This is an optimization exercise on Yosys and OpenROAD, whose aim is small area, a short achievable clock period and few clock cycles, not a production implementation. Only simulation tests tie the RTL to the original design; equivalence was not proved. Power is estimated from default activity; no workload was simulated.

## v5
## pwm_calc
module pwm_calc #(
    parameter [31:0] OSC_HZ     = 32'd10000000,
    parameter [15:0] PRESCALE   = 16'd16,
    parameter integer RES       = 8,
    parameter [15:0] FREQ_SCALE = 16'd100
) (
    input  wire        clk,
    input  wire        rst,
    input  wire        req_valid,
    input  wire        req_write,
    input  wire [7:0]  req_off,
    input  wire [31:0] req_data,
    output reg         resp_valid,
    output reg  [1:0]  resp_code,
    output reg  [31:0] resp_data
);
For scale: roughly 990 cells after synthesis, ~93 flip-flops, roughly 7900 um2 of cells after synthesis.
clock: 8.0 ns
lec_check: 0
cap_margin: 20
core_margin: 2
core_utilization: 40
cts_buf_list: sky130_fd_sc_hd__clkbuf_4 sky130_fd_sc_hd__clkbuf_8
setup_slack_margin: 3.4
slew_margin: 20
standard.sh (not shown) runs the stock make flow with config.mk's settings and CLKGATE_MAP_FILE= SYNTH_SCRIPT=/design/flow/synth_recipe.tcl, a recipe that flattens the netlist after the stock synthesis.
==> flow/flow/run.sh <==
#!/bin/bash
# Layout flow: the standard flow (standard.sh), unchanged except that
# the slow high-stack OR/AND gates (or3, or4, and4 and their inverted-input
# forms) are added to the platform's don't-use list, so that synthesis and
# repair build those functions from faster NAND/NOR gates. Registers,
# floorplan, power grid, placement, CTS and routing are the standard flow's.
set -euo pipefail
W=$(pwd)
base=$(make -s -C "$FLOW_HOME" DESIGN_CONFIG="$W/config.mk" WORK_HOME="$W/orfs_vars" \
    print-DONT_USE_CELLS 2>/dev/null | sed -n 's/^DONT_USE_CELLS: //p')
rm -rf "$W/orfs_vars"
[ -n "$base" ]
extra=""
for c in or3_1 or3_2 or3_4 or3b_1 or3b_2 or3b_4 or4_1 or4_2 or4_4 or4b_1 or4b_2 or4b_4 \
         or4bb_1 or4bb_2 or4bb_4 and4_1 and4_2 and4_4 and4b_1 and4b_2 and4b_4 \
         and4bb_1 and4bb_2 and4bb_4; do
    extra="$extra sky130_fd_sc_hd__$c"
done
printf '%s\n' "$base$extra" > "$W/dont_use.txt"
# same make command as standard.sh, with the longer don't-use list
sed "s#^make -C \(.*\) \"\\\${@:-finish}\"#make -C \1 DONT_USE_CELLS=\"\$(cat $W/dont_use.txt)\" \"\${@:-finish}\"#" \
    "$W/standard.sh" > "$W/my_standard.sh"
grep -q "dont_use.txt" "$W/my_standard.sh"
bash "$W/my_standard.sh" > "$W/flow_make.log" 2>&1
Testbench counts of v5, summed over its fixed seeds: cycles 8,596.
#### Input delta (v14 over v5)
Settings: changing SETUP_SLACK_MARGIN from 3.4 to 3.7.
==> flow/run.sh (new file) <==
#!/bin/bash
# synth_recipe.tcl (not shown) runs the flow's synth.tcl, then flattens the netlist and writes it again
# the make line also repeats each setting of config.mk as NAME=value (left out here)
make -C /OpenROAD-flow-scripts/flow DESIGN_CONFIG=/design/flow/config.mk WORK_HOME=/design/flow/orfs CLKGATE_MAP_FILE= SYNTH_SCRIPT=/design/flow/synth_recipe.tcl finish
removed: flow/flow/run.sh
removed: flow/standard.sh
--- outcome ---
Diff v14..v5 | global-route usage | negligible. v5 ended up with o311a_1 as its worst-path cell with the longest stage delay; v14 ended up with or4_4. v14 vs. v5: share of power burned in the clock network went up by 3.5 points. Sort v5 and v14 by finished layout cell area desc -> top: v14.
Setup changes, v14 to v28
Settings: SETUP_SLACK_MARGIN now 3.4, was 3.7.
### Flow results
For cell area after layout, dividing the value from v14 by the value from v28 gives 1.05. Relative to v14, the total power of the final layout of v28 is lower by about 6%. Diff v14 -> v28 | net switching component of the power | down slightly. Higher area occupied by multi-input gates goes to v14 over v28.
### v28 -> v47
Settings: ABC_AREA newly set to 1.
- v47 completed every stage of the flow, and the final layout passed the timing, DRC and antenna checks.
- On combined global-route utilization of all metal layers: between v47 and v28, it ends up lower for v28.
- v47 ended up with req_data[9] as its launching element of the worst setup path; v28 ended up with req_data[0].
- Compared with v28, v47 instantiates a larger number of standard cells.
- Relative to v28, measured slew at the worst slew-check pin decreased by 120 ps in v47.

[re-timing with driven ports]
No port has a modelled driver above. Below, the same layouts with a new extraction and two added sets of constraints.
Step 1, drivers: a clkbuf_16 drives clk and a buf_2 each remaining input, both assumed.
Step 2 moves the port delays by t, midway between the first and last clock arrival at a register: inputs arrive t later, outputs are due t later. That takes back most of the time a late clock gives input paths.
a / b / c = ideal / step 1 / step 2; a / b = the first two.
run	t, ns	slack for setup (ns)	worst slew at a driven data input, ns
v5	0.425	3.263 / 3.204 / 3.204	0.08
v14	0.427	3.271 / 3.251 / 3.251	0.07
v28	0.438	3.247 / 3.202 / 3.202	0.07
v47	0.418	3.353 / 3.282 / 3.063	0.09
After both steps every run listed still meets setup and hold. The setup slack of v47, which loses most, moves by -0.071 ns with the drivers and by -0.290 ns with both steps.
